This design comes from an exercise in tuning for small area and few clock cycles on the open sky130 flow, not from production work. Function was checked by simulation only, so behaviour that the tests miss may differ from the original. Power figures rest on the tool's default switching activity, not on a simulated workload.

<file path="design.v">
module mec_scan (
    input  wire [63:0] v,
    input  wire [5:0]  t,
    input  wire        pz,
    input  wire [6:0]  mask_n,
    input  wire [2:0]  bot,
    output wire        p,
    output wire        found,
    output wire [5:0]  pos
);
    assign p = pz ? 1'b0 : v[t];
    wire [63:0] diff;
    genvar i;
    generate
        for (i = 0; i < 64; i = i + 1) begin : g_d
            assign diff[i] = (v[i] ^ p) & (mask_n > i);
        end
    endgenerate
    wire [31:0] v1; wire [31:0] p1;
    wire [15:0] v2; wire [31:0] p2;
    wire [7:0]  v3; wire [23:0] p3;
    wire [3:0]  v4; wire [15:0] p4;
    wire [1:0]  v5; wire [9:0]  p5;
    generate
        for (i = 0; i < 32; i = i + 1) begin : g_l1
            assign v1[i] = diff[2*i+1] | diff[2*i];
            assign p1[i] = diff[2*i+1];
        end
        for (i = 0; i < 16; i = i + 1) begin : g_l2
            assign v2[i] = v1[2*i+1] | v1[2*i];
            assign p2[2*i+1:2*i] = v1[2*i+1] ? {1'b1, p1[2*i+1]} : {1'b0, p1[2*i]};
        end
        for (i = 0; i < 8; i = i + 1) begin : g_l3
            assign v3[i] = v2[2*i+1] | v2[2*i];
            assign p3[3*i+2:3*i] = v2[2*i+1] ? {1'b1, p2[4*i+3:4*i+2]} : {1'b0, p2[4*i+1:4*i]};
        end
        for (i = 0; i < 4; i = i + 1) begin : g_l4
            assign v4[i] = v3[2*i+1] | v3[2*i];
            assign p4[4*i+3:4*i] = v3[2*i+1] ? {1'b1, p3[6*i+5:6*i+3]} : {1'b0, p3[6*i+2:6*i]};
        end
        for (i = 0; i < 2; i = i + 1) begin : g_l5
            assign v5[i] = v4[2*i+1] | v4[2*i];
            assign p5[5*i+4:5*i] = v4[2*i+1] ? {1'b1, p4[8*i+7:8*i+4]} : {1'b0, p4[8*i+3:8*i]};
        end
    endgenerate
    assign pos   = v5[1] ? {1'b1, p5[9:5]} : {1'b0, p5[4:0]};
    assign found = (v5[1] | v5[0]) & (pos[5:3] >= bot);
endmodule
module mec_core (
    input  wire        CLK,
    input  wire        RST,
    input  wire        CMD_VALID,
    output wire        CMD_READY,
    input  wire [15:0] CMD,
    input  wire [63:0] A_VAL,
    input  wire [6:0]  A_LEN,
    input  wire [63:0] B_VAL,
    input  wire [6:0]  B_LEN,
    input  wire [31:0] S0,
    input  wire [31:0] S1,
    input  wire [63:0] BIN,
    output wire [63:0] R_VAL,
    output wire [6:0]  R_LEN,
    output wire [63:0] Q_VAL,
    output wire [6:0]  Q_LEN,
    output wire [31:0] R_SCL,
    output wire [63:0] BOUT,
    output wire [31:0] STATUS
);
    localparam [3:0] OP_ENC   = 4'h1, OP_CLEN  = 4'h2, OP_DEC   = 4'h3,
                     OP_LEAD  = 4'h4, OP_EQ    = 4'h5, OP_CAT   = 4'h6,
                     OP_SPLIT = 4'h7, OP_ALIGN = 4'h8, OP_WRITE = 4'h9,
                     OP_READ  = 4'hA;
    localparam [2:0] C_OK = 3'd0, C_MALFORMED = 3'd1, C_NOSPACE = 3'd2,
                     C_CONTRACT = 3'd3, C_REJECTED = 3'd4;
    localparam [3:0] M_NO_MARKER = 4'd1, M_OVERRUN = 4'd2,
                     M_EMPTY_SOURCE = 4'd3, M_ZERO_COUNT = 4'd4;
    localparam [3:0] X_BAD_OPCODE = 4'd1, X_RESERVED_BITS = 4'd2,
                     X_BAD_LENGTH = 4'd3, X_ENC_RANGE = 4'd4,
                     X_BAD_WINDOW = 4'd5, X_NOT_A_CODE = 4'd6,
                     X_EMPTY_CODEWORD = 4'd7, X_CAT_OVERFLOW = 4'd8;
    genvar gi;
    reg        busy;
    reg        fault;
    reg [3:0]  fcause;
    reg [2:0]  code;
    reg [3:0]  cause;
    reg [63:0] d;
    reg [6:0]  r_len;
    reg [6:0]  q_len;
    reg [6:0]  w_len;       
    reg        m_scl;       
    reg        m_rd;        
    reg [3:0]  l_op;
    reg [2:0]  l_ecode;     
    reg [3:0]  l_ecause;
    reg [63:0] l_x;
    reg [6:0]  l_a;         
    reg [6:0]  l_b;         
    reg        l_pz;        
    reg        l_eql;       
    reg [6:0]  rd_used;
    reg [4:0]  rd_cnt;
    assign CMD_READY = ~busy;
    assign STATUS    = {16'd0, fcause, 2'b00, busy, fault, cause, 1'b0, code};
    function [63:0] tmask;      
        input [6:0] n;
        integer j;
        begin
            for (j = 0; j < 64; j = j + 1)
                tmask[j] = (n > j);
        end
    endfunction
    function [63:0] brev;
        input [63:0] x;
        integer j;
        begin
            for (j = 0; j < 64; j = j + 1)
                brev[j] = x[63 - j];
        end
    endfunction
    function [3:0] ceil8;
        input [6:0] n;
        begin
            ceil8 = n[6:3] + {3'd0, |n[2:0]};
        end
    endfunction
    wire [3:0] op_in = CMD[3:0];
    wire i_enc   = (op_in == OP_ENC);
    wire i_clen  = (op_in == OP_CLEN);
    wire i_lead  = (op_in == OP_LEAD);
    wire i_eq    = (op_in == OP_EQ);
    wire i_cat   = (op_in == OP_CAT);
    wire i_write = (op_in == OP_WRITE);
    wire i_read  = (op_in == OP_READ);
    wire [32:0] enc_u = {1'b0, S0} + 33'd2;
    reg  [4:0]  enc_k;
    reg  [32:0] enc_hib;        
    integer ek;
    always @* begin
        enc_k = 5'd0;
        for (ek = 1; ek < 32; ek = ek + 1)
            if (enc_u[ek]) enc_k = ek[4:0];
        enc_hib[32] = 1'b1;
        for (ek = 31; ek >= 0; ek = ek - 1)
            enc_hib[ek] = enc_hib[ek + 1] & ~enc_u[ek + 1];
    end
    wire [63:0] enc_code = {{31{CMD[4]}}, enc_u ^ ({33{CMD[4]}} & enc_hib)};
    reg [2:0] e_code;
    reg [3:0] e_cause;
    always @* begin
        e_code  = C_OK;
        e_cause = 4'd0;
        if (fault) begin
            e_code = C_REJECTED;
        end else if (op_in == 4'h0 || op_in > OP_READ) begin
            e_code = C_CONTRACT; e_cause = X_BAD_OPCODE;
        end else if (CMD[15:5] != 11'd0 || (!i_enc && CMD[4])) begin
            e_code = C_CONTRACT; e_cause = X_RESERVED_BITS;
        end else if (!i_enc && !i_read && A_LEN > 7'd64) begin
            e_code = C_CONTRACT; e_cause = X_BAD_LENGTH;
        end else if ((i_eq || i_cat) && B_LEN > 7'd64) begin
            e_code = C_CONTRACT; e_cause = X_BAD_LENGTH;
        end else if (i_enc && enc_u[32]) begin
            e_code = C_CONTRACT; e_cause = X_ENC_RANGE;
        end else if (i_clen && S0 > 32'd64) begin
            e_code = C_CONTRACT; e_cause = X_BAD_WINDOW;
        end else if (i_lead && A_LEN == 7'd0) begin
            e_code = C_CONTRACT; e_cause = X_EMPTY_CODEWORD;
        end else if (i_cat && ({1'b0, A_LEN} + {1'b0, B_LEN} > 8'd64)) begin
            e_code = C_CONTRACT; e_cause = X_CAT_OVERFLOW;
        end else if (i_write && {28'd0, ceil8(A_LEN)} > S0) begin
            e_code = C_NOSPACE;
        end else if (i_read && S0 == 32'd0) begin
            e_code = C_MALFORMED; e_cause = M_EMPTY_SOURCE;
        end else if (i_read && S1 == 32'd0) begin
            e_code = C_MALFORMED; e_cause = M_ZERO_COUNT;
        end
    end
    wire [63:0] cat_top = brev(tmask(B_LEN));    
    wire [63:0] b_rev   = brev(B_VAL);
    reg  [63:0] x_in;
    integer xi;
    always @* begin
        for (xi = 0; xi < 64; xi = xi + 1) begin
            if (i_read)
                x_in[xi] = BIN[63 - xi];
            else if (i_enc)
                x_in[xi] = enc_code[xi];
            else if (i_eq)
                x_in[xi] = A_VAL[xi] ^ B_VAL[xi];
            else if (i_cat && cat_top[xi])
                x_in[xi] = b_rev[xi];
            else
                x_in[xi] = A_VAL[xi];
        end
    end
    wire [3:0] rd_n_in  = (S0 > 32'd8) ? 4'd8 : S0[3:0];
    wire [6:0] clen_t   = (S0[6:0] == 7'd0) ? 7'd0 : S0[6:0] - 7'd1;
    wire [6:0] a_in     = i_enc  ? {1'b0, enc_k, 1'b1} :
                          i_read ? {rd_n_in, 3'b000} : A_LEN;
    wire [6:0] b_in     = i_read ? ((S1 > 32'd31) ? 7'd31 : {2'b00, S1[4:0]}) :
                          i_clen ? clen_t : B_LEN;
    wire       pz_in    = i_eq | (S0[6:0] > A_LEN);
    always @(posedge CLK) begin
        if (!busy) begin
            l_op     <= op_in;
            l_ecode  <= e_code;
            l_ecause <= e_cause;
            l_x      <= x_in;
            l_a      <= a_in;
            l_b      <= b_in;
            l_pz     <= pz_in;
            l_eql    <= (A_LEN == B_LEN);
        end
    end
    wire o_enc   = (l_op == OP_ENC);
    wire o_clen  = (l_op == OP_CLEN);
    wire o_dec   = (l_op == OP_DEC);
    wire o_lead  = (l_op == OP_LEAD);
    wire o_eq    = (l_op == OP_EQ);
    wire o_cat   = (l_op == OP_CAT);
    wire o_split = (l_op == OP_SPLIT);
    wire o_align = (l_op == OP_ALIGN);
    wire o_write = (l_op == OP_WRITE);
    wire o_read  = (l_op == OP_READ);
    wire [6:0] a_m1  = (l_a == 7'd0) ? 7'd0 : l_a - 7'd1;
    wire [5:0] sc_t  = o_read ? ~rd_used[5:0] : o_clen ? l_b[5:0] : a_m1[5:0];
    wire       sc_pz = l_pz & (o_clen | o_eq);
    wire [6:0] sc_mn = sc_pz ? l_a : {1'b0, sc_t};
    wire [2:0] sc_bot = o_read ? (3'd0 - l_a[5:3]) : 3'd0;
    wire       sc_p, sc_f;
    wire [5:0] sc_pos;
    mec_scan u_scan (.v(l_x), .t(sc_t), .pz(sc_pz), .mask_n(sc_mn), .bot(sc_bot),
                     .p(sc_p), .found(sc_f), .pos(sc_pos));
    wire       found = sc_f & ~(o_read & rd_used[6]);
    wire [5:0] run   = sc_t - sc_pos;
    wire [6:0] clen  = found ? {run, 1'b1} : 7'd0;
    wire [6:0] rd_w    = l_a - rd_used;
    wire [6:0] rd_new  = rd_used + clen;
    wire       rd_last = ({2'b00, rd_cnt} + 7'd1 == l_b);
    wire [6:0] sp_rest = l_a - clen;
    reg  [6:0] s7;
    always @* begin
        case (l_op)
        OP_CAT:   s7 = l_b;
        OP_ALIGN: s7 = {4'd0, 3'd0 - l_a[2:0]};
        OP_WRITE: s7 = 7'd64 - l_a;
        OP_SPLIT: s7 = 7'd64 - sp_rest;
        OP_READ:  s7 = rd_new;
        default:  s7 = 7'd0;
        endcase
    end
    wire [63:0] rt0 = s7[0] ? {l_x[62:0], l_x[63]}    : l_x;
    wire [63:0] rt1 = s7[1] ? {rt0[61:0], rt0[63:62]} : rt0;
    wire [63:0] rt2 = s7[2] ? {rt1[59:0], rt1[63:60]} : rt1;
    wire [63:0] rt3 = s7[3] ? {rt2[55:0], rt2[63:56]} : rt2;
    wire [63:0] rt4 = s7[4] ? {rt3[47:0], rt3[63:48]} : rt3;
    wire [63:0] rot = s7[5] ? {rt4[31:0], rt4[63:32]} : rt4;
    wire [63:0] s_m  = tmask(s7);
    wire [63:0] x_rv = brev(l_x);
    wire [63:0] d_rot;
    generate
        for (gi = 0; gi < 64; gi = gi + 1) begin : g_fill
            wire fill = s_m[gi] ? (o_cat | o_align) : o_split;
            assign d_rot[gi] = fill ? (x_rv[gi] & ~o_align) : rot[gi];
        end
    endgenerate
    wire [4:0]  dk      = l_a[5:1];
    wire [31:0] dk_m    = tmask({2'b00, dk})   >> 0;
    wire [31:0] dk_m1   = tmask({1'b0, dk} + 7'd1) >> 0;
    wire [31:0] dec_val = ((l_x[31:0] & dk_m) | (dk_m1 & ~dk_m)) - 32'd2;
    wire eq_res = l_eql & ~found;
    reg [63:0] d_next;
    always @* begin
        d_next = d_rot;
        if (o_dec)
            d_next[31:0] = dec_val;
        else if (o_clen)
            d_next[31:0] = {25'd0, clen};
        else if (o_lead)
            d_next[31:0] = {31'd0, sc_p};
        else if (o_eq)
            d_next[31:0] = {31'd0, eq_res};
    end
    reg        done;
    reg [2:0]  n_code;
    reg [3:0]  n_cause;
    always @* begin
        done    = 1'b1;
        n_code  = l_ecode;
        n_cause = l_ecause;
        if (l_ecode == C_OK) begin
            if (o_clen) begin
                if (!found) begin n_code = C_MALFORMED; n_cause = M_NO_MARKER; end
            end else if (o_dec) begin
                if (!(found && clen == l_a)) begin n_code = C_CONTRACT; n_cause = X_NOT_A_CODE; end
            end else if (o_split) begin
                if (!found) begin n_code = C_MALFORMED; n_cause = M_NO_MARKER; end
                else if (clen > l_a) begin n_code = C_MALFORMED; n_cause = M_OVERRUN; end
            end else if (o_read) begin
                if (!found) begin n_code = C_MALFORMED; n_cause = M_NO_MARKER; end
                else if (clen > rd_w) begin n_code = C_MALFORMED; n_cause = M_OVERRUN; end
                else done = rd_last;
            end
        end
    end
    wire ok = (n_code == C_OK);
    reg [6:0] n_rlen;
    always @* begin
        case (l_op)
        OP_ENC:   n_rlen = l_a;
        OP_CAT:   n_rlen = l_a + l_b;
        OP_SPLIT: n_rlen = clen;
        OP_ALIGN: n_rlen = l_a + s7;
        OP_READ:  n_rlen = rd_new;
        default:  n_rlen = 7'd0;
        endcase
    end
    always @(posedge CLK) begin
        if (!busy) begin
            rd_used <= 7'd0;
            rd_cnt  <= 5'd0;
        end else begin
            rd_used <= rd_new;
            rd_cnt  <= rd_cnt + 5'd1;
        end
    end
    always @(posedge CLK) begin
        if (busy && done)
            d <= d_next;
    end
    always @(posedge CLK) begin
        if (RST) begin
            busy   <= 1'b0;
            fault  <= 1'b0;
            fcause <= 4'd0;
            code   <= C_OK;
            cause  <= 4'd0;
            r_len  <= 7'd0;
            q_len  <= 7'd0;
            w_len  <= 7'd0;
            m_scl  <= 1'b0;
            m_rd   <= 1'b0;
        end else if (!busy) begin
            if (CMD_VALID)
                busy <= 1'b1;
        end else if (done) begin
            busy   <= 1'b0;
            code   <= n_code;
            cause  <= n_cause;
            r_len  <= ok ? n_rlen : 7'd0;
            q_len  <= (ok && o_split) ? sp_rest : 7'd0;
            w_len  <= (ok && o_write) ? l_a : 7'd0;
            m_scl  <= ok && (o_clen || o_dec || o_lead || o_eq);
            m_rd   <= ok && o_read;
            if (n_code == C_CONTRACT) begin
                fault  <= 1'b1;
                fcause <= n_cause;
            end
        end
    end
    wire [63:0] d_rv = brev(d);
    assign R_VAL = d    & tmask(r_len);
    assign Q_VAL = d_rv & tmask(q_len);
    assign BOUT  = d_rv & tmask(w_len);
    assign R_LEN = r_len;
    assign Q_LEN = q_len;
    assign R_SCL = (d[31:0] & {32{m_scl}}) |
                   {28'd0, ceil8(r_len) & {4{m_rd}}} |
                   {28'd0, ceil8(w_len)};
endmodule
</file>
<file path="run.sh">
#!/bin/bash
# synth_recipe.tcl (not shown) runs the flow's synth.tcl, then flattens the netlist and writes it again
# the make line also repeats each setting of config.mk as NAME=value (left out here)
make -C /OpenROAD-flow-scripts/flow DESIGN_CONFIG=/design/flow/config.mk WORK_HOME=/design/flow/orfs CLKGATE_MAP_FILE= SYNTH_SCRIPT=/design/flow/synth_recipe.tcl finish
</file>
<file path="config.mk">
export PLATFORM = sky130hd
export DESIGN_NAME = mec_core
export DESIGN_NICKNAME = mec_core
export VERILOG_FILES = /design/flow/design.v
export SDC_FILE = /design/flow/constraint.sdc
export NUM_CORES = 4
export LEC_CHECK = 0
export CAP_MARGIN = 30
export CORE_MARGIN = 2
export CORE_UTILIZATION = 30
export SLEW_MARGIN = 20
</file>
<file path="constraint.sdc">
create_clock -name core_clock -period 12.0 [get_ports {CLK}]
set_input_delay 2.4000 -clock core_clock [delete_from_list [all_inputs] [get_ports {CLK}]]
set_output_delay 2.4000 -clock core_clock [all_outputs]
set_load 0.01 [all_outputs]
</file>
==> results_dict.tcl, run 1 <==
set metrics [dict create \
    synth_top_family_by_area "compound AO/OA/AOI/OAI gates" \
    yosys-top-cells-count "nand2_1 (545), nor2_1 (433), mux2i_1 (379)" \
    switching_share_pct 52.7 \
    drc 0 \
    hold_path_end "rd_cnt[0]" \
    met1_usage_pct 41.6 \
    worstMarginPinSlew_ns 1.15 \
    ys_types 115 \
    criticalPathCategory "reg2reg" \
    syn_area_per_cell_um2 7.12 \
    cp_max_fo 26 \
    initial_utilization_pct 30.2 \
    power_density_nw_per_um2 173 \
    fmax_mhz 88.8 \
    cts_resized 0 \
    yosysTopAreaCellShare_pct 14.9 \
    cts_setup_buffers 0 \
    post-dp-hpwl_mm 157 \
    worst_ep_required_time_ns 12.42 \
    power_frac_seq_pct 17.3 \
    finalSetupViolCount 0 \
    relSlewSlack_pct 23.2 \
    skew_ns 0.0229 \
    grt.met2_usage_pct 55.7 \
    synth-main-ff-cell "edfxtp_1" \
    yosys.area_share.simple_pct 24.2 \
    ys_ff_latch 203 \
    max_stage_delay_ns 0.62 \
    synth_fa_ha_area_share_pct 3.82 \
    cp_common_cell "nor2_1" \
    dieWidth_um 326 \
    tritoncts "yes" \
    via_count 38800 \
    cts_hold_repair.buffers 0 \
    fin_ws_ns 0.742 \
    r2r_slack_ns 0.74 \
    min_from "rd_cnt[0]" \
    cts-root-buf "clkbuf_16" \
    synth_xor_area_share_pct 4.35 \
    multi_input_area_um2 23900 \
    r2r_start "l_a[0]" \
    syn_to_final_growth_pct 28.6 \
    drt-wirelength-per-cell_um 31.1 \
    drt_iter0_markers 4978 \
    grt_max_degree 89 \
    die-height_um 326 \
    power_switching_w 0.00366 \
    yosys_warnings 1 \
    synth.area.top_cells "edfxtp_1 (15%), mux2i_1 (12%), nand2_1 (6.6%), o21ai_0 (5.8%), a21oi_1 (5.7%)" \
    place_worst_setup_slack_ns 1.11 \
    cts_inserted_buffers 26 \
    max-vdd-ir-drop_mv 0.100 \
    ant_nets 0 \
    nets 5256 \
    combPwrFrac_pct 70.6 \
    post-route-util_pct 38.8 \
    fin_cells 6284 \
    seqCellArea_um2 5620 \
    seq_area_frac_synth_pct 18.0 \
    finalCritPeriodShare_pct 93.8 \
    power.share.clock_pct 12.0 \
    r2r-end "d[3]" \
    cp-start-kind "flop" \
    hp-class "reg2reg" \
    cap_violations 0 \
    clk_latency_ns 0.58 \
    antenna_found_initial 13 \
    gr-usage-met3_pct 6.96 \
    clk_pin_slew_ns 0.07 \
    firstDrtPassIters 8 \
    port_buffers 540 \
    intPower_w 0.00329 \
    dp_cells 6226 \
    holdPathStages 1 \
    synth-compound-area-share_pct 30.3 \
    cpMaxStageDelayCell "a221oi_4" \
    status "timing/DRC/antenna clean" \
    drv_slew 0 \
    min_period_ns 11.26 \
    setup-tns-final_ns 0 \
    io_pins 560 \
    netlist_area_um2 31200 \
    rsz0062_at_grt "false" \
    h-tree-depth 1 \
    core-area_um2 103000 \
    wl_mm 195 \
    finalPower_w 0.00695 \
    row_count 118 \
    worstRegToRegCells 43 \
    worstSetupEndpointType "flop" \
    grt_pass1_vias 36800 \
    place_congestion 1.09 \
    grt_first_pass_wirelength_mm 272 \
    busiest_layer "met2" \
    synth_top_area_cell "edfxtp_1" \
    dieArea_um2 107000 \
    arrival_ns 11.68 \
    leakage_nw 15.0 \
    synth_edf_count 155 \
    vias_per_cell 6.17 \
    yosys-mux-area-fraction_pct 13.4 \
    grt_overflow 0 \
    synth.most_common_cell "nand2_1" \
    clockBufferDepth 3 \
    drive_gt1_share_pct 8.02 \
    async_reset_ff_share_pct 0 \
    nFillCells 10900 \
    grt_util_all_layers_pct 34.9 \
    syn_inst 4377 \
    cts_sinks 203 \
    finalHoldViolCount 0 \
]
## layout make-up
class                      count  area share, %
clock inverter                14          0.381
antenna                        6         0.0375
inverter                     118           1.12
sequential                   203           14.0
tap                         1380           4.31
multi-input combinational   3741           59.6
timing repair buffer         788           18.6
clock buffer                  34           1.90
## metrics by stage
stage | hold WS [ns] | cell area, um^2
finish | 0.494 | 40100
global route | 0.527 | 40100
CTS | 0.490 | 40000
detailed placement | 0.475 | 39100
global placement | 0.465 | 39000
floorplan | 0.449 | 31200
## state kept, by name, summed over array words and instances, names as in the netlist
register  cells
cause         4
l_a           7
rd_cnt        5
m_scl         1
l_ecode       3
l_eql         1
l_pz          1
r_len         7
d            64
m_rd          1
l_op          4
l_b           7
l_x          64
code          3
l_ecause      4
fault         1
q_len         7
busy          1
rd_used       7
w_len         7
fcause        4
## metal layers
layer | up-vias | wire, um | share of wire [%]
li1 | 17100 | - | -
met1 | 18500 | 73600 | 38
met2 | 2577 | 85800 | 44
met3 | 583 | 18700 | 9.6
met4 | 10 | 17200 | 8.8
met5 | - | 72 | 0.037
## power by group through the flow
stage / Combinational, W / Clock [W] / Sequential, W
after global placement: 0.00473 / 0 / 0.00121
final: 0.00491 / 0.000835 / 0.00121
after global routing: 0.00518 / 0.000875 / 0.00120
after detailed placement: 0.00473 / 0 / 0.00121
after floorplan: 0.00292 / 0 / 0.00102
after CTS: 0.00475 / 0.000848 / 0.00119
## logic make-up (layout without fill, tap and decap cells)
group	after synthesis	count (layout)
adders and majority gates	92	92
and+or+nand+nor	1617	1617
AOI/OAI and AO/OA	1448	1448
DFF	203	203
buffers and inverters	451	954
other	1	25
muxes	410	410
xor gates and xnor gates	155	155
## cells in the final DEF (no fill, tap or decap), types with 83 or more instances in the layout
master | synthesis | routed
nand2_1 | 545 | 545
clkdlybuf4s50_1 | 0 | 540
nor2_1 | 433 | 432
mux2i_1 | 379 | 379
o21ai_0 | 363 | 363
a21oi_1 | 355 | 355
buf_4 | 25 | 228
edfxtp_1 | 155 | 155
nand3_1 | 126 | 125
and2_1 | 118 | 113
inv_1 | 108 | 107
xnor2_1 | 96 | 96
nor3_1 | 88 | 88
ha_1 | 83 | 83
## how the worst max path moves through the flow
stage          cells past startpoint  slack, ns   start     to
2_1_floorplan                     41       2.11  l_a[1]  d[27]
3_3_place_gp                      45       1.23  l_a[0]   d[0]
3_5_place_dp                      45       1.11  l_a[0]   d[1]
4_1_cts                           43       1.04  l_a[0]  d[16]
5_1_grt                           46       0.23  l_a[0]   d[0]
6_report                          43       0.74  l_a[0]   d[3]
## critical path: cells and delay by family (launching register included)
family / cells / cell delay (ns)
xor gates and xnor gates: 3 / 0.63
muxes: 2 / 0.68
DFF: 1 / 0.34
and+or+nand+nor: 13 / 2.04
adders and majority gates: 3 / 1.02
AOI/OAI and AO/OA: 17 / 5.25
buffers and inverters: 5 / 1.10
Testbench counts, summed over its fixed seeds: cycles 25,591.
==> run 2, diff against run 1 <==
--- a/config.mk
+++ b/config.mk
@@ -5,6 +5,7 @@
 export SDC_FILE = /design/flow/constraint.sdc
 export NUM_CORES = 4
 export LEC_CHECK = 0
+export ABC_AREA = 1
 export CAP_MARGIN = 30
 export CORE_MARGIN = 2
 export CORE_UTILIZATION = 30
==> run 2 against run 1 <==
Still clean. Sequential cell count did not move. Worst setup slack better by 0.14 ns. Count of clock-buffer cells in the layout is 5 lower. Largest cell class unchanged. Highest routed layer unchanged.
==> results_dict.tcl, run 2 <==
set metrics [dict create \
    power_density_nw_per_um2 162 \
    worstSetupEndpointType "flop" \
    worstRegToRegCells 55 \
    finalCritPeriodShare_pct 92.6 \
    core-area_um2 98300 \
    cts_inserted_buffers 23 \
    syn_area_per_cell_um2 5.67 \
    detailed_place.area_um2 37600 \
    dp_cells 7080 \
    cts_setup_buffers 0 \
    row_count 115 \
    clk_pin_slew_ns 0.07 \
    grt_max_degree 67 \
    synth.most_common_cell "nand2_1" \
    grt_overflow 0 \
    status "timing/DRC/antenna clean" \
    fin_cells 7127 \
    vias_per_cell 5.54 \
    arrival_ns 11.50 \
    min_period_ns 11.12 \
    fmax_mhz 90.0 \
    drive_gt1_share_pct 6.60 \
    antenna_found_initial 8 \
    via_count 39500 \
    synth_edf_count 155 \
    initial_utilization_pct 30.3 \
    async_reset_ff_share_pct 0 \
    synth-main-ff-cell "edfxtp_1" \
    skew_ns 0.0207 \
    wl_mm 187 \
    drv_slew 0 \
    yosys_warnings 1 \
    drt-wirelength-per-cell_um 26.2 \
    nFillCells 11000 \
    max_stage_delay_ns 0.53 \
    final_common_cell "nand2_1" \
    cpMaxStageDelayCell "o21ai_0" \
    cp-start-kind "flop" \
    relSlewSlack_pct 16.7 \
    firstDrtPassIters 6 \
    r2r_start "l_a[0]" \
    hold_path_end "code[0]" \
    finalInstanceArea_um2 38400 \
    cts_sinks 203 \
    cts_resized 0 \
    r2r_slack_ns 0.88 \
    worstMarginPinSlew_ns 1.23 \
    rsz0062_at_grt "false" \
    ant_nets 0 \
    synth_top_area_cell "nand2_1" \
    yosys-top-cells-count "nand2_1 (1367), inv_1 (771), o21ai_0 (685)" \
    drc 0 \
    finalSetupViolCount 0 \
    leakage_nw 17.0 \
    finalHoldViolCount 0 \
    max-vdd-ir-drop_mv 0.0990 \
    grt_util_all_layers_pct 35.2 \
    clockBufferDepth 3 \
    syn_to_final_growth_pct 29.3 \
    h-tree-depth 1 \
    worst_ep_required_time_ns 12.38 \
    grt_first_pass_wirelength_mm 264 \
    synth.area.top_cells "nand2_1 (17%), edfxtp_1 (16%), o21ai_0 (12%), inv_1 (9.7%), a21oi_1 (6.6%)" \
    r2r-end "d[3]" \
    top_regs "d (64), l_x (64)" \
    clk_latency_ns 0.56 \
    criticalPathCategory "reg2reg" \
    post-dp-hpwl_mm 155 \
    nets 6198 \
    hp-class "reg2reg" \
    cp_common_cell "nand3_1" \
    cap_violations 0 \
    ys_ff_latch 203 \
    die-height_um 319 \
    seq_area_frac_synth_pct 18.9 \
    cts-root-buf "clkbuf_16" \
    syn_inst 5247 \
    dieArea_um2 102000 \
    holdPathStages 2 \
    cp_max_fo 48 \
    ys_types 80 \
    io_pins 560 \
    drt_iter0_markers 4697 \
    port_buffers 540 \
    final_cell_mix "nand2_1 (1362), inv_1 (765), o21ai_0 (685), clkdlybuf4s50_1 (540), nor2_1 (454)" \
    grt_pass1_vias 37200 \
    yosysTopAreaCellShare_pct 17.3 \
    netlist_area_um2 29700 \
    place_congestion 1.05 \
    setup-tns-final_ns 0 \
    dieWidth_um 319 \
    min_from "code[0]" \
    tritoncts "yes" \
    cts_hold_repair.buffers 0 \
]
## run 2: cell count changes after synthesis, sizes merged, moves of 65 or more
cell and change:
nand2 +841, inv +680, o21ai +388, mux2i -379
nand3 +216, and2 -117, a21boi -72, nor2b -72
clkbuf -65
## run 2: area by class of cell
class	count	area [um^2]	area share (%)
clock inverters	12	100	0.260
clock buffers	29	662	1.72
inverters	805	3030	7.88
multi-input cells	4009	20100	52.2
repair buffers	778	7340	19.1
flip-flops and latches	203	5620	14.6
diodes	4	10.0	0.0260
well taps	1287	1610	4.19
## run 2: logic make-up (layout without fill, tap and decap cells)
kind of cell | Yosys count | count (layout) | share of synthesized area (%)
AND/OR/NAND/NOR | 2330 | 2330 | 32.6
adder cells (fa/ha/maj) | 89 | 89 | 3.90
other | 1 | 23 | 0.0126
AO/OA/AOI/OAI | 1454 | 1454 | 27.1
XOR/XNOR | 117 | 117 | 3.45
buffers and inverters | 1053 | 1624 | 14.0
flip-flops | 203 | 203 | 18.9
## run 2: worst max-delay path by stage
stage          startpoint  endpoint  slack, ns  cells after the start
3_3_place_gp       l_a[0]      d[3]       1.06                     55
2_1_floorplan      l_a[1]     d[23]       4.24                     58
6_report           l_a[0]      d[3]       0.88                     55
4_1_cts            l_a[0]      d[3]       1.12                     55
3_5_place_dp       l_a[0]      d[3]       1.18                     55
5_1_grt            l_a[0]      d[3]       0.24                     55
## run 2: power breakdown
| group | internal, W | switching, W |
|---|---|---|
| combinational | 0.00148 | 0.00289 |
| sequential | 0.000937 | 0.000192 |
| clock | 0.000414 | 0.000318 |
## run 2: metal layers
layer,share of wire [%],wire length [um],track usage (%),vias up
li1,-,-,-,18500
met1,38,71900,42.3,18100
met2,45,83500,57.7,2371
met3,8.5,15800,5.23,516
met4,8.5,15800,24.9,8
met5,0.025,47,0,-
## run 2: critical path: cells and delay by family (launching register included)
family | cells | cell delay, ns
AND/OR/NAND/NOR | 31 | 4.83
AO/OA/AOI/OAI | 9 | 2.59
buffers and inverters | 11 | 1.76
adder cells (fa/ha/maj) | 4 | 1.17
flip-flops | 1 | 0.51
## run 2: per-stage QoR
step	utilization [%]	total power [W]	hold WS, ns	setup slack (ns)
detailed placement	38.3	0.00537	0.471	1.18
floorplan	-	0.00348	0.441	4.24
global route	39.1	0.00661	0.516	0.243
CTS	39.1	0.00612	0.482	1.12
global placement	38.2	0.00538	0.465	1.06
finish	39.1	0.00623	0.480	0.885
==> run 3, diff against run 2 <==
--- a/design.v
+++ b/design.v
@@ -88,15 +88,15 @@
     reg [63:0] d;
     reg [6:0]  r_len;
     reg [6:0]  q_len;
-    reg [6:0]  w_len;       
+    reg        m_wr;        
     reg        m_scl;       
-    reg        m_rd;        
+    reg [3:0]  n_scl;       
     reg [3:0]  l_op;
     reg [2:0]  l_ecode;     
     reg [3:0]  l_ecause;
     reg [63:0] l_x;
-    reg [6:0]  l_a;         
-    reg [6:0]  l_b;         
+    reg [6:0]  l_len;       
+    reg [6:0]  l_p;         
     reg        l_pz;        
     reg        l_eql;       
     reg [6:0]  rd_used;
@@ -197,19 +197,34 @@
     end
     wire [3:0] rd_n_in  = (S0 > 32'd8) ? 4'd8 : S0[3:0];
     wire [6:0] clen_t   = (S0[6:0] == 7'd0) ? 7'd0 : S0[6:0] - 7'd1;
-    wire [6:0] a_in     = i_enc  ? {1'b0, enc_k, 1'b1} :
-                          i_read ? {rd_n_in, 3'b000} : A_LEN;
-    wire [6:0] b_in     = i_read ? ((S1 > 32'd31) ? 7'd31 : {2'b00, S1[4:0]}) :
-                          i_clen ? clen_t : B_LEN;
+    wire [6:0] alen_t   = (A_LEN == 7'd0) ? 7'd0 : A_LEN - 7'd1;
+    wire [2:0] pad_in   = 3'd0 - A_LEN[2:0];
     wire       pz_in    = i_eq | (S0[6:0] > A_LEN);
+    reg  [6:0] len_in;
+    reg  [6:0] p_in;
+    always @* begin
+        len_in = A_LEN;
+        p_in   = alen_t;
+        case (op_in)
+        OP_ENC:   begin len_in = {1'b0, enc_k, 1'b1};        p_in = 7'd0; end
+        OP_CLEN:  begin len_in = pz_in ? A_LEN : clen_t;      p_in = clen_t; end
+        OP_CAT:   begin len_in = A_LEN + B_LEN;               p_in = B_LEN; end
+        OP_SPLIT: begin len_in = 7'd64; end
+        OP_ALIGN: begin len_in = A_LEN + {4'd0, pad_in};      p_in = {4'd0, pad_in}; end
+        OP_WRITE: begin len_in = {3'd0, ceil8(A_LEN)};        p_in = 7'd64 - A_LEN; end
+        OP_READ:  begin len_in = {rd_n_in, 3'b000};
+                        p_in = (S1 > 32'd31) ? 7'd31 : {2'b00, S1[4:0]}; end
+        default: ;
+        endcase
+    end
     always @(posedge CLK) begin
         if (!busy) begin
             l_op     <= op_in;
             l_ecode  <= e_code;
             l_ecause <= e_cause;
             l_x      <= x_in;
-            l_a      <= a_in;
-            l_b      <= b_in;
+            l_len    <= len_in;
+            l_p      <= p_in;
             l_pz     <= pz_in;
             l_eql    <= (A_LEN == B_LEN);
         end
@@ -224,11 +239,10 @@
     wire o_align = (l_op == OP_ALIGN);
     wire o_write = (l_op == OP_WRITE);
     wire o_read  = (l_op == OP_READ);
-    wire [6:0] a_m1  = (l_a == 7'd0) ? 7'd0 : l_a - 7'd1;
-    wire [5:0] sc_t  = o_read ? ~rd_used[5:0] : o_clen ? l_b[5:0] : a_m1[5:0];
+    wire [5:0] sc_t  = o_read ? ~rd_used[5:0] : l_p[5:0];
     wire       sc_pz = l_pz & (o_clen | o_eq);
-    wire [6:0] sc_mn = sc_pz ? l_a : {1'b0, sc_t};
-    wire [2:0] sc_bot = o_read ? (3'd0 - l_a[5:3]) : 3'd0;
+    wire [6:0] sc_mn = (o_clen | o_eq) ? l_len : {1'b0, sc_t};
+    wire [2:0] sc_bot = o_read ? (3'd0 - l_len[5:3]) : 3'd0;
     wire       sc_p, sc_f;
     wire [5:0] sc_pos;
     mec_scan u_scan (.v(l_x), .t(sc_t), .pz(sc_pz), .mask_n(sc_mn), .bot(sc_bot),
@@ -236,21 +250,10 @@
     wire       found = sc_f & ~(o_read & rd_used[6]);
     wire [5:0] run   = sc_t - sc_pos;
     wire [6:0] clen  = found ? {run, 1'b1} : 7'd0;
-    wire [6:0] rd_w    = l_a - rd_used;
-    wire [6:0] rd_new  = rd_used + clen;
-    wire       rd_last = ({2'b00, rd_cnt} + 7'd1 == l_b);
-    wire [6:0] sp_rest = l_a - clen;
-    reg  [6:0] s7;
-    always @* begin
-        case (l_op)
-        OP_CAT:   s7 = l_b;
-        OP_ALIGN: s7 = {4'd0, 3'd0 - l_a[2:0]};
-        OP_WRITE: s7 = 7'd64 - l_a;
-        OP_SPLIT: s7 = 7'd64 - sp_rest;
-        OP_READ:  s7 = rd_new;
-        default:  s7 = 7'd0;
-        endcase
-    end
+    wire [6:0] c_end = {1'b1, sc_t} - {sc_pos, 1'b0};
+    wire       c_ovr = c_end > l_len;    
+    wire       rd_last = ({2'b00, rd_cnt} + 7'd1 == l_p);
+    wire [6:0] s7 = (o_split | o_read) ? c_end : l_p;
     wire [63:0] rt0 = s7[0] ? {l_x[62:0], l_x[63]}    : l_x;
     wire [63:0] rt1 = s7[1] ? {rt0[61:0], rt0[63:62]} : rt0;
     wire [63:0] rt2 = s7[2] ? {rt1[59:0], rt1[63:60]} : rt1;
@@ -262,11 +265,11 @@
     wire [63:0] d_rot;
     generate
         for (gi = 0; gi < 64; gi = gi + 1) begin : g_fill
-            wire fill = s_m[gi] ? (o_cat | o_align) : o_split;
-            assign d_rot[gi] = fill ? (x_rv[gi] & ~o_align) : rot[gi];
+            wire fill = s_m[gi] ? (o_cat | o_align | o_write) : o_split;
+            assign d_rot[gi] = fill ? (x_rv[gi] & (o_cat | o_split)) : rot[gi];
         end
     endgenerate
-    wire [4:0]  dk      = l_a[5:1];
+    wire [4:0]  dk      = l_p[5:1];
     wire [31:0] dk_m    = tmask({2'b00, dk})   >> 0;
     wire [31:0] dk_m1   = tmask({1'b0, dk} + 7'd1) >> 0;
     wire [31:0] dec_val = ((l_x[31:0] & dk_m) | (dk_m1 & ~dk_m)) - 32'd2;
@@ -294,13 +297,13 @@
             if (o_clen) begin
                 if (!found) begin n_code = C_MALFORMED; n_cause = M_NO_MARKER; end
             end else if (o_dec) begin
-                if (!(found && clen == l_a)) begin n_code = C_CONTRACT; n_cause = X_NOT_A_CODE; end
+                if (!(found && c_end == 7'd64)) begin n_code = C_CONTRACT; n_cause = X_NOT_A_CODE; end
             end else if (o_split) begin
                 if (!found) begin n_code = C_MALFORMED; n_cause = M_NO_MARKER; end
-                else if (clen > l_a) begin n_code = C_MALFORMED; n_cause = M_OVERRUN; end
+                else if (c_ovr) begin n_code = C_MALFORMED; n_cause = M_OVERRUN; end
             end else if (o_read) begin
                 if (!found) begin n_code = C_MALFORMED; n_cause = M_NO_MARKER; end
-                else if (clen > rd_w) begin n_code = C_MALFORMED; n_cause = M_OVERRUN; end
+                else if (c_ovr) begin n_code = C_MALFORMED; n_cause = M_OVERRUN; end
                 else done = rd_last;
             end
         end
@@ -309,11 +312,9 @@
     reg [6:0] n_rlen;
     always @* begin
         case (l_op)
-        OP_ENC:   n_rlen = l_a;
-        OP_CAT:   n_rlen = l_a + l_b;
+        OP_ENC, OP_CAT, OP_ALIGN: n_rlen = l_len;
         OP_SPLIT: n_rlen = clen;
-        OP_ALIGN: n_rlen = l_a + s7;
-        OP_READ:  n_rlen = rd_new;
+        OP_READ:  n_rlen = c_end;
         default:  n_rlen = 7'd0;
         endcase
     end
@@ -322,7 +323,7 @@
             rd_used <= 7'd0;
             rd_cnt  <= 5'd0;
         end else begin
-            rd_used <= rd_new;
+            rd_used <= c_end;
             rd_cnt  <= rd_cnt + 5'd1;
         end
     end
@@ -339,9 +340,9 @@
             cause  <= 4'd0;
             r_len  <= 7'd0;
             q_len  <= 7'd0;
-            w_len  <= 7'd0;
+            m_wr   <= 1'b0;
             m_scl  <= 1'b0;
-            m_rd   <= 1'b0;
+            n_scl  <= 4'd0;
         end else if (!busy) begin
             if (CMD_VALID)
                 busy <= 1'b1;
@@ -350,10 +351,10 @@
             code   <= n_code;
             cause  <= n_cause;
             r_len  <= ok ? n_rlen : 7'd0;
-            q_len  <= (ok && o_split) ? sp_rest : 7'd0;
-            w_len  <= (ok && o_write) ? l_a : 7'd0;
+            q_len  <= (ok && o_split) ? 7'd64 - c_end : 7'd0;
+            m_wr   <= ok && o_write;
             m_scl  <= ok && (o_clen || o_dec || o_lead || o_eq);
-            m_rd   <= ok && o_read;
+            n_scl  <= !ok ? 4'd0 : o_read ? ceil8(c_end) : o_write ? l_len[3:0] : 4'd0;
             if (n_code == C_CONTRACT) begin
                 fault  <= 1'b1;
                 fcause <= n_cause;
@@ -363,10 +364,8 @@
     wire [63:0] d_rv = brev(d);
     assign R_VAL = d    & tmask(r_len);
     assign Q_VAL = d_rv & tmask(q_len);
-    assign BOUT  = d_rv & tmask(w_len);
+    assign BOUT  = d_rv & {64{m_wr}};
     assign R_LEN = r_len;
     assign Q_LEN = q_len;
-    assign R_SCL = (d[31:0] & {32{m_scl}}) |
-                   {28'd0, ceil8(r_len) & {4{m_rd}}} |
-                   {28'd0, ceil8(w_len)};
+    assign R_SCL = (d[31:0] & {32{m_scl}}) | {28'd0, n_scl};
 endmodule
==> flow/run.sh (new file) <==
#!/bin/bash
# Standard layout, with the port buffers made of the smallest buffer cell.
set -euo pipefail
export BUFFER_PORTS_ARGS="-buffer_cell sky130_fd_sc_hd__buf_1"
bash standard.sh > standard.log 2>&1
==> standard.sh (new file) <==
#!/bin/bash
# synth_recipe.tcl (not shown) runs the flow's synth.tcl, then flattens the netlist and writes it again
# the make line also repeats each setting of config.mk as NAME=value (left out here)
make -C /OpenROAD-flow-scripts/flow DESIGN_CONFIG=/design/flow/config.mk WORK_HOME=/design/flow/orfs CLKGATE_MAP_FILE= SYNTH_SCRIPT=/design/flow/synth_recipe.tcl "${@:-finish}"
removed: run.sh
==> run 3 against run 2 <==
Still clean. Combinational power decreased by 15%. First-iteration DRC count is 12% higher. Count of clock-buffer cells in the layout shrank 10. Non-clock buffer count down 179. Worst setup slack improved by 2.3 ns. Critical path depth is 8 lower. Global-route usage shrank 2.0 points. Critical path type unchanged.
==> results_dict.tcl, run 3 <==
set metrics [dict create \
    r2r_slack_ns 3.16 \
    syn_inst 5097 \
    cp_top_family "simple AND/OR/NAND/NOR gates" \
    yosys_warnings 1 \
    max_stage_delay_ns 0.60 \
    worstRegToRegCells 47 \
    worst_ep_required_time_ns 12.14 \
    setup-tns-final_ns 0 \
    arrival_ns 8.97 \
    via_count 37600 \
    startpoint "l_op[1]" \
    drt-wirelength-per-cell_um 25.0 \
    finalHoldViolCount 0 \
    drt_iter0_markers 5268 \
    cap_violations 0 \
    grt_util_all_layers_pct 33.3 \
    synth.area.top_cells "nand2_1 (19%), edfxtp_1 (16%), o21ai_0 (11%), inv_1 (9.5%), nand3_1 (6.4%)" \
    clockBufferDepth 2 \
    dp_cells 6734 \
    cp_num_buf_inv 10 \
    grt_pass1_vias 34300 \
    cts_sinks 200 \
    nets 5850 \
    finalCritPeriodShare_pct 73.6 \
    die-height_um 313 \
    clk_pin_slew_ns 0.07 \
    max-vdd-ir-drop_mv 0.103 \
    port_buffers 540 \
    leakage_nw 14.9 \
    fmax_mhz 113 \
    final_common_cell "nand2_1" \
    yosys-top-cells-count "nand2_1 (1457), inv_1 (725), o21ai_0 (605)" \
    skew_ns 0.0154 \
    top_regs "d (64), l_x (64)" \
    yosysTopAreaCellShare_pct 19.1 \
    drv_slew 0 \
    min_period_ns 8.84 \
    post-dp-hpwl_mm 139 \
    place_congestion 1.06 \
    fin_cells 6772 \
    netlist_area_um2 28700 \
    grt_first_pass_wirelength_mm 239 \
    drive_gt1_share_pct 3.51 \
    synth-main-ff-cell "edfxtp_1" \
    cpMaxStageDelayCell "buf_4" \
    syn_to_final_growth_pct 13.0 \
    worstMarginPinSlew_ns 1.04 \
    clk_latency_ns 0.50 \
    cts-root-buf "clkbuf_16" \
    finalSetupViolCount 0 \
    h-tree-depth 4 \
    tritoncts "yes" \
    cp-endpoint "d[25]" \
    r2r-end "d[25]" \
    seq_area_frac_synth_pct 19.4 \
    power_density_nw_per_um2 167 \
    synth_top_area_cell "nand2_1" \
    wl_mm 169 \
    core-area_um2 94900 \
    criticalPathCategory "reg2reg" \
    initial_utilization_pct 30.2 \
    vias_per_cell 5.56 \
    io_pins 560 \
    firstDrtPassIters 9 \
    synth_edf_count 155 \
    ant_nets 0 \
    cts_inserted_buffers 17 \
    ys_types 71 \
    relSlewSlack_pct 29.6 \
    drc 0 \
    synth.most_common_cell "nand2_1" \
    rsz0062_at_grt "false" \
    dieWidth_um 313 \
    async_reset_ff_share_pct 0 \
    antenna_found_initial 5 \
    cts_setup_buffers 0 \
    crit_cells 47 \
    r2r_start "l_op[1]" \
    hp-class "reg2reg" \
    row_count 113 \
    cp-start-kind "flop" \
    final_cell_mix "nand2_1 (1456), inv_1 (723), o21ai_0 (604), buf_1 (540), nor2_1 (438)" \
    grt_overflow 0 \
    cts_resized 0 \
    cp_max_fo 66 \
    cts_hold_repair.buffers 0 \
    dieArea_um2 98100 \
    status "timing/DRC/antenna clean" \
    syn_area_per_cell_um2 5.63 \
    worstSetupEndpointType "flop" \
    cp_common_cell "nand2_1" \
    ys_ff_latch 200 \
    grt_max_degree 102 \
]
==> run 3: worst reg2reg max path, delay by kind of cell, from the launching register on <==
kind	cells	cell delay (ns)
compound gates	5	1.27
fa+ha+maj	2	0.71
buf+inv	10	2.75
flops	1	0.46
simple gates	30	3.30
==> run 3: area by class of cell <==
type,count,area [um^2]
Antenna cell,1,2.50
Clock buffer,19,453
Clock inverter,13,134
Fill cell,11100,62500
Inverter,756,2840
Multi-Input combinational cell,3919,19300
Sequential cell,200,5560
Tap cell,1265,1580
Timing Repair Buffer,599,2500
==> run 3: worst min path at each step <==
stage / startpoint / endpoint / cells past startpoint
final: m_wr / m_wr / 2
after detailed placement: m_wr / m_wr / 2
after floorplan: n_scl[2] / n_scl[2] / 2
after CTS: m_wr / m_wr / 2
after global placement: n_scl[1] / n_scl[1] / 2
after global routing: n_scl[2] / n_scl[2] / 2
==> run 3: report_power, final <==
group          total [W]  switching [W]  internal (W)
registers        0.00111       0.000201      0.000912
logic            0.00370        0.00266       0.00103
clock network   0.000594       0.000292      0.000302
total            0.00540        0.00316       0.00225
==> run 3: routing by layer <==
layer	wire length, um	up-vias	share of wire [%]	global-route usage, %
met5	35	-	0.021	0
met4	12400	6	7.3	20.6
met3	16100	423	9.5	5.16
met2	74500	2453	44	52.8
met1	66200	17200	39	42.3
li1	-	17600	-	-
==> run 3: kinds of logic (layout without fill, tap and decap cells) <==
| logic type | after synthesis | after routing | share of synthesized area, % |
|---|---|---|---|
| simple gates | 2448 | 2448 | 35.5 |
| compound gates | 1271 | 1271 | 24.9 |
| buf+inv | 996 | 1387 | 13.7 |
| flops | 200 | 200 | 19.4 |
| xor+xnor | 100 | 100 | 3.05 |
| fa+ha+maj | 68 | 68 | 3.05 |
| mux | 13 | 13 | 0.458 |
| other cells | 1 | 20 | 0.0131 |
==> run 3: through the flow <==
stage | area, um^2 | worst slack, ns | util, % | total power, W | hold slack (ns)
finish | 32400 | 3.16 | 34.2 | 0.00540 | 0.461
global route | 32400 | 2.55 | 34.2 | 0.00577 | 0.491
CTS | 32300 | 3.19 | 34.1 | 0.00526 | 0.461
detailed placement | 31800 | 3.21 | 33.5 | 0.00466 | 0.448
global placement | 31700 | 3.37 | 33.4 | 0.00468 | 0.445
floorplan | 28700 | 5.25 | - | 0.00338 | 0.429
Testbench counts of run 3, summed over its fixed seeds: cycles 25,591.
==> run 4, diff against run 3 <==
==> flow/run.sh (replaced) <==
#!/bin/bash
# Layout flow: the standard ORFS flow, with two changes.
#  - The port buffers are the smallest buffer cell.
#  - Synthesis maps the logic with an area-oriented ABC script. It is the
#    standard synthesis script otherwise, so the flip-flops come out the same;
#    this is checked against the standard synthesis, and the standard netlist
#    is used if they differ.
# Each tool's output goes to a log file in this folder.
set -euo pipefail
W=$(pwd)
F="$W/flow"
R="$W/orfs/results/sky130hd/mec_core/base"
export BUFFER_PORTS_ARGS="-buffer_cell sky130_fd_sc_hd__buf_1"

# reference: the standard synthesis
bash standard.sh synth > std_synth.log 2>&1
cp "$R/1_2_yosys.v" std_1_2_yosys.v

# own synthesis: the standard script with the abc step's script replaced
{
  head -n 1 synth_recipe.tcl
  echo 'proc abc {args} {'
  echo '  set i [lsearch -exact $args -script]'
  echo "  if { \$i >= 0 } { lset args [expr { \$i + 1 }] $F/area.abc }"
  echo '  yosys abc {*}$args'
  echo '}'
  tail -n +2 synth_recipe.tcl
} > own_synth.tcl
sed "s#SYNTH_SCRIPT=[^ ]*synth_recipe.tcl#SYNTH_SCRIPT=$W/own_synth.tcl ADDER_MAP_FILE=#" standard.sh > own_standard.sh
rm -f "$R/1_2_yosys.v" "$R/1_2_yosys.sdc" "$R/1_synth.odb" "$R/1_synth.sdc"
bash own_standard.sh synth > own_synth.log 2>&1

flops() { grep -oE '^\s*sky130_fd_sc_hd__(dfxtp|edfxtp|dfrtp|dfstp|dfbbp|sdf[a-z]*|edf[a-z]*|df[a-z]*)_[0-9]+ +[^ ]+' "$1" | sed -E 's/_[0-9]+ +/ /' | sort; }
if ! cmp -s <(flops std_1_2_yosys.v) <(flops "$R/1_2_yosys.v") || [ "$(flops std_1_2_yosys.v | wc -l)" = 0 ]; then
  echo "flip-flops differ from the standard synthesis; using the standard netlist" > own_synth_fallback.log
  rm -f "$R/1_2_yosys.v" "$R/1_2_yosys.sdc" "$R/1_synth.odb" "$R/1_synth.sdc"
  bash standard.sh synth > std_synth2.log 2>&1
fi

bash own_standard.sh > own_flow.log 2>&1
==> flow/area.abc (new file) <==
strash
&get -n
&st
&syn3
&synch2
&put
dch -f
amap
&get -n
&st
&syn3
&synch2
&put
dch -f
amap
topo
--- a/config.mk
+++ b/config.mk
@@ -6,7 +6,7 @@
 export NUM_CORES = 4
 export LEC_CHECK = 0
 export ABC_AREA = 1
-export CAP_MARGIN = 30
+export CAP_MARGIN = 0
 export CORE_MARGIN = 2
 export CORE_UTILIZATION = 30
-export SLEW_MARGIN = 20
+export SLEW_MARGIN = 0
==> run 4 against run 3 <==
Maximum frequency down 17%. Worst setup slack worse by 1.8 ns. Critical path depth up 2. First-iteration DRC count down 7.0%. Die area down 18%. Critical endpoint is now d[5]. Largest cell class unchanged. Highest routed layer unchanged.
==> results_dict.tcl, run 4 <==
set metrics [dict create \
    status "timing/DRC/antenna clean" \
    max-vdd-ir-drop_mv 0.105 \
    power_switching_w 0.00265 \
    yosys_warnings 1 \
    fin_ws_ns 1.32 \
    grt_first_pass_wirelength_mm 218 \
    cts_inserted_buffers 17 \
    cts-root-buf "clkbuf_16" \
    drt-wirelength-per-cell_um 28.9 \
    clk_pin_slew_ns 0.09 \
    yosys-top-cells-count "nor2_1 (885), clkinv_1 (452), o22ai_1 (434)" \
    h-tree-depth 4 \
    cp_max_fo 71 \
    ant_nets 0 \
    cap_violations 0 \
    dieArea_um2 80600 \
    hp-class "reg2reg" \
    switching_share_pct 55.5 \
    worstSetupEndpointType "flop" \
    tritoncts "yes" \
    synth-main-ff-cell "edfxtp_1" \
    cpMaxStageDelayCell "buf_4" \
    worstRegToRegCells 49 \
    cts_hold_repair.buffers 0 \
    finalPower_w 0.00478 \
    drive_gt1_share_pct 4.05 \
    grt_max_degree 88 \
    grt_util_all_layers_pct 36.8 \
    rsz0062_at_grt "false" \
    post-dp-hpwl_mm 125 \
    grt_overflow 0 \
    arrival_ns 10.89 \
    finalHoldViolCount 0 \
    async_reset_ff_share_pct 0 \
    criticalPathCategory "reg2reg" \
    synth_edf_count 155 \
    crit_cells 49 \
    synth.most_common_cell "nor2_1" \
    fin_cells 5392 \
    worst_ep_required_time_ns 12.21 \
    io_pins 560 \
    netlist_area_um2 23500 \
    initial_utilization_pct 30.3 \
    synth.area.top_cells "edfxtp_1 (20%), nor2_1 (14%), o22ai_1 (12%), clkinv_1 (7.2%), o21ai_0 (6.2%)" \
    power_frac_seq_pct 22.2 \
    syn_to_final_growth_pct 21.1 \
    setup-tns-final_ns 0 \
    cp-start-kind "flop" \
    skew_ns 0.0226 \
    wl_mm 156 \
    grt_pass1_vias 30900 \
    power.share.clock_pct 13.1 \
    port_buffers 540 \
    yosysTopAreaCellShare_pct 19.8 \
    worstMarginPinSlew_ns 1.29 \
    drv_slew 0 \
    place_worst_setup_slack_ns 1.61 \
    core-area_um2 77500 \
    startpoint "l_op[0]" \
    finalSetupViolCount 0 \
    min_period_ns 10.68 \
    cp_num_buf_inv 18 \
    row_count 102 \
    cts_sinks 200 \
    synth_top_area_cell "edfxtp_1" \
    power_density_nw_per_um2 168 \
    top_regs "d (64), l_x (64)" \
    firstDrtPassIters 6 \
    final_cell_mix "nor2_1 (877), buf_1 (540), clkinv_1 (438), o22ai_1 (423), o21ai_0 (274)" \
    final_common_cell "nor2_1" \
    finalCritPeriodShare_pct 89.0 \
    cts_setup_buffers 0 \
    dp_cells 5357 \
    seq_area_frac_synth_pct 23.6 \
    ys_types 59 \
    leakage_nw 8.95 \
    max_stage_delay_ns 0.65 \
    fmax_mhz 93.6 \
    drt_iter0_markers 4897 \
    intPower_w 0.00213 \
    combPwrFrac_pct 64.7 \
    clockBufferDepth 2 \
    place_congestion 1.12 \
    antenna_found_initial 5 \
    via_count 34300 \
    min_from "code[0]" \
    cts_resized 0 \
    clk_latency_ns 0.51 \
    relSlewSlack_pct 13.7 \
    die-height_um 284 \
    syn_area_per_cell_um2 6.38 \
    dieWidth_um 284 \
    ys_ff_latch 200 \
    cp_common_cell "clkinv_1" \
    r2r_start "l_op[0]" \
    syn_inst 3683 \
    vias_per_cell 6.36 \
    nets 4625 \
    drc 0 \
    cp_top_family "compound AO/OA/AOI/OAI gates" \
    holdPathStages 2 \
]
-- run 4: final timing paths --
check	to	slack, ns
max	d[5]	1.32
max reg2reg	d[5]	1.32
min	code[0]	0.47
min reg2reg	code[0]	0.47
-- run 4: logic make-up (layout without fill, tap and decap cells) --
kind of cell / count (synthesis) / after routing / share of synthesized area, %
flip-flops: 200 / 200 / 23.6
buffers and inverters: 473 / 1121 / 7.89
AO/OA/AOI/OAI: 1506 / 1506 / 41.7
AND/OR/NAND/NOR: 1503 / 1503 / 26.8
other: 1 / 22 / 0.0160
-- run 4: cell type report --
type                    instances  area (um^2)
fillers                      8694        49000
multi-input cells            3028        16400
flip-flops and latches        200         5560
repair buffers                637         2820
inverters                     452         1740
well taps                    1040         1300
clock buffers                  18          450
clock inverters                14          176
diodes                          3         7.51
-- run 4: metal layers --
metal  wire [um]  part of all wire, %  GRT usage [%]  vias to the layer above
met5          25                0.016              0                        -
met1       57300                   37           44.0                    15900
li1            -                    -              -                    15300
met4       13200                  8.5           27.2                        4
met2       68500                   44           58.3                     2533
met3       16800                   11           7.66                      538
-- run 4: power groups by stage --
stage | Sequential [W] | Clock (W) | Combinational, W
final | 0.00106 | 0.000626 | 0.00309
after global routing | 0.00106 | 0.000655 | 0.00324
after CTS | 0.00104 | 0.000633 | 0.00294
after detailed placement | 0.00106 | 0 | 0.00292
after global placement | 0.00106 | 0 | 0.00294
after floorplan | 0.000966 | 0 | 0.00183
-- run 4: tightest hold or removal path, cell delays in order (launching register included) --
cell and delay [ns]:
dfxtp_1 0.34, nand2_1 0.05, o21ai_0 0.05
-- run 4: metrics by stage --
| stage | util, % | hold WS [ns] | instance area (um^2) |
|---|---|---|---|
| 4_1_cts | 36.7 | 0.474 | 28500 |
| 3_5_place_dp | 35.9 | 0.450 | 27800 |
| 2_1_floorplan | - | 0.419 | 23800 |
| 6_report | 36.7 | 0.468 | 28500 |
| 5_1_grt | 36.7 | 0.494 | 28500 |
| 3_3_place_gp | 35.9 | 0.443 | 27800 |
==> run 5, diff against run 4 <==
==> flow/area.abc (replaced) <==
strash
dch -f
amap
topo
--- a/config.mk
+++ b/config.mk
@@ -6,7 +6,7 @@
 export NUM_CORES = 4
 export LEC_CHECK = 0
 export ABC_AREA = 1
-export CAP_MARGIN = 0
+export CAP_MARGIN = 30
 export CORE_MARGIN = 2
 export CORE_UTILIZATION = 30
-export SLEW_MARGIN = 0
+export SLEW_MARGIN = 20
==> run 5 against run 4 <==
Die area rose by 2.2%. Critical endpoint is now d[32]. Cell count rose by 0.13%. Still clean. Register-to-register slack improved by 0.08 ns. Routed wire length fell by 2.8%. Clock power barely moved. Core utilization rose by 0.36 points. Sequential share of layout area fell by 0.59 points. Count of clock-buffer cells in the layout rose by 5. Sequential power barely moved. Design area rose by 3.1%. Sequential cell count did not move. Combinational power rose by 6%.
==> results_dict.tcl, run 5 <==
set metrics [dict create \
    relSlewSlack_pct 29.2 \
    r2r-end "d[32]" \
    hold_path_end "n_scl[0]" \
    cts_hold_repair.buffers 0 \
    drc 0 \
    port_buffers 540 \
    yosysTopAreaCellShare_pct 19.4 \
    wl_met1_mm 57.4 \
    finalCritPeriodShare_pct 88.4 \
    synth_fa_ha_area_share_pct 0 \
    synth-main-ff-cell "edfxtp_1" \
    syn_to_final_growth_pct 22.2 \
    arrival_ns 10.82 \
    die-height_um 287 \
    status "timing/DRC/antenna clean" \
    yosys-mux-area-fraction_pct 0 \
    grt_util_all_layers_pct 35.4 \
    grt_first_pass_wirelength_mm 213 \
    antenna_found_initial 2 \
    hp-class "reg2reg" \
    power_density_nw_per_um2 168 \
    vias_per_cell 6.16 \
    firstDrtPassIters 6 \
    finalHoldViolCount 0 \
    r2r_start "l_op[2]" \
    h-tree-depth 4 \
    finalInstanceArea_um2 29400 \
    worstMarginPinSlew_ns 1.06 \
    ys_ff_latch 200 \
    finalPower_w 0.00495 \
    yosys_warnings 1 \
    final_common_cell "nor2_1" \
    cp_common_cell "nor2_1" \
    post-dp-hpwl_mm 121 \
    drt-wirelength-per-cell_um 28.1 \
    syn_inst 3679 \
    cp_max_fo 78 \
    synth_top_family_by_area "compound AO/OA/AOI/OAI gates" \
    core-area_um2 79100 \
    dr_wl_met3_mm 14.5 \
    synth_xor_area_share_pct 0.0365 \
    dieArea_um2 82400 \
    synth.area.top_cells "edfxtp_1 (19%), nor2_1 (13%), o22a_1 (9.8%), clkinv_1 (7.8%), o21ai_0 (7.0%)" \
    ys_types 55 \
    final_cell_mix "nor2_1 (819), buf_1 (540), clkinv_1 (473), o21ai_0 (277), o22a_1 (268)" \
    cts_setup_buffers 0 \
    grt_overflow 0 \
    grt_pass1_vias 30500 \
    syn_area_per_cell_um2 6.53 \
    drv_slew 0 \
    r2r_slack_ns 1.39 \
    yosys.area_share.simple_pct 24.0 \
    io_pins 560 \
    cts-root-buf "clkbuf_16" \
    drive_gt1_share_pct 5.52 \
    grt_max_degree 102 \
    max-vdd-ir-drop_mv 0.134 \
    worst_ep_required_time_ns 12.21 \
    min_from "n_scl[0]" \
    cts_inserted_buffers 17 \
    cts_sinks 200 \
    top_regs "d (64), l_x (64)" \
    netlist_area_um2 24000 \
    nets 4624 \
    seq_area_frac_synth_pct 23.1 \
    cpMaxStageDelayCell "inv_2" \
    min_period_ns 10.61 \
    criticalPathCategory "reg2reg" \
    place_congestion 1.06 \
    async_reset_ff_share_pct 0 \
    worstSetupEndpointType "flop" \
    worstRegToRegCells 41 \
    dieWidth_um 287 \
    rsz0062_at_grt "false" \
    detailed_place.area_um2 28700 \
    holdPathStages 2 \
    startpoint "l_op[2]" \
    synth-compound-area-share_pct 44.3 \
    finalSetupViolCount 0 \
    synth_top_area_cell "edfxtp_1" \
    clk_pin_slew_ns 0.08 \
    skew_ns 0.0180 \
    multi_input_area_um2 17000 \
    row_count 103 \
    clk_latency_ns 0.49 \
    clockBufferDepth 2 \
    tritoncts "yes" \
    wl_met2_mm 67.5 \
    seqCellArea_um2 5560 \
    fmax_mhz 94.3 \
    drt_iter0_markers 4442 \
    cp_top_family "simple AND/OR/NAND/NOR gates" \
    via_count 33300 \
    nFillCells 8813 \
    synth_edf_count 155 \
    cp_num_buf_inv 10 \
    yosys-top-cells-count "nor2_1 (836), clkinv_1 (500), o21ai_0 (335)" \
    ant_nets 0 \
    wl_mm 151 \
    max_stage_delay_ns 0.68 \
    cp-start-kind "flop" \
    cts_resized 0 \
    top_layer "met4" \
    initial_utilization_pct 30.4 \
    cap_violations 0 \
    synth.most_common_cell "nor2_1" \
    leakage_nw 9.11 \
]
-- run 5: cell types whose count changed in the layout (fill, tap and decap cells not counted), sizes merged, moves of 22 or more --
cell / delta
o22ai: -221
o22a: +217
nor2: -49
clkinv: +47
o21ai: +45
a31oi: -34
a2111oi: -33
and3: -31
o21a: +23
o221ai: +23
nor3: -22
-- run 5: cell type report --
cell class / instances / area share, %
clock buffer: 23 / 1.89
clock inverter: 9 / 0.286
antenna: 1 / 0.00852
multi-input combinational: 2976 / 58.0
sequential: 200 / 18.9
inverter: 500 / 6.81
tap: 1050 / 4.47
timing repair buffer: 640 / 9.57
-- run 5: stage by stage --
stage	setup slack, ns	cells	util [%]	setup TNS, ns	hold slack, ns
after CTS	1.49	5395	37.0	0	0.466
after detailed placement	1.53	5363	36.2	0	0.454
after floorplan	-3.88	3697	-	-294.72	0.419
final	1.39	5399	37.1	0	0.466
after global placement	1.65	5360	36.2	0	0.445
after global routing	0.708	5398	37.1	0	0.492
-- run 5: cell families (layout without fill, tap and decap cells) --
logic type      after synthesis  in the layout
xor+xnor                      1              1
other cells                   1             20
flops                       200            200
simple gates               1393           1393
buf+inv                     521           1172
compound gates             1563           1563
-- run 5: routing by layer --
layer / GRT usage (%) / up-vias
met3: 6.49 / 438
met1: 43.0 / 15300
li1: - / 15300
met5: 0 / -
met2: 56.7 / 2260
met4: 24.3 / 0
-- run 5: worst max path at each step --
stage	slack, ns	cells after the start	to
2_1_floorplan	-3.88	42	fcause[1]
3_3_place_gp	1.65	38	d[32]
3_5_place_dp	1.53	37	d[32]
4_1_cts	1.49	37	d[32]
5_1_grt	0.71	44	d[32]
6_report	1.39	41	d[32]
-- run 5: where the power goes --
part           total [W]  internal [W]  switching [W]
logic            0.00327       0.00108        0.00219
registers        0.00105      0.000894       0.000157
clock network   0.000628      0.000335       0.000293
-- run 5: worst register-to-register path, delay by kind of cell (launching register included) --
| kind | cells | cell delay [ns] |
|---|---|---|
| simple gates | 16 | 3.89 |
| buf+inv | 10 | 2.75 |
| flops | 1 | 0.41 |
| compound gates | 15 | 3.29 |

[re-timing with driven ports]
The results above use ideal ports. As a check the final layouts listed here were re-extracted and re-timed, cells and wires unchanged. Step 1 (the two cells are an assumption about what drives the block):
set clk [get_ports {CLK}]
set_driving_cell -lib_cell sky130_fd_sc_hd__clkbuf_16 $clk
set_driving_cell -lib_cell sky130_fd_sc_hd__buf_2 [delete_from_list [all_inputs] $clk]
Step 2 also shifts input and output timing later by t, the mid clock arrival at the registers, as if the neighbouring blocks saw the same clock. Three values: no drivers, after step 1, after step 2; two values: the first two.
run | t (ns) | slack for setup (ns) | hold slack, ns | worst setup path at the end | worst slew at a driven data input, ns
run 1 | 0.637 | 0.742 / 0.742 / 0.742 | 0.494 / 0.494 / 0.494 | register to register | 0.10
run 2 | 0.621 | 0.885 / 0.885 / 0.885 | 0.480 / 0.480 / 0.480 | register to register | 0.10
run 3 | 0.563 | 3.163 / 3.163 / 3.163 | 0.461 / 0.461 / 0.461 | register to register | 0.09
run 4 | 0.573 | 1.316 / 1.316 / 1.316 | 0.468 / 0.468 / 0.468 | register to register | 0.11
run 5 | 0.554 | 1.392 / 1.392 / 1.392 | 0.466 / 0.466 / 0.466 | register to register | 0.09
After both steps every run listed still meets setup and hold.
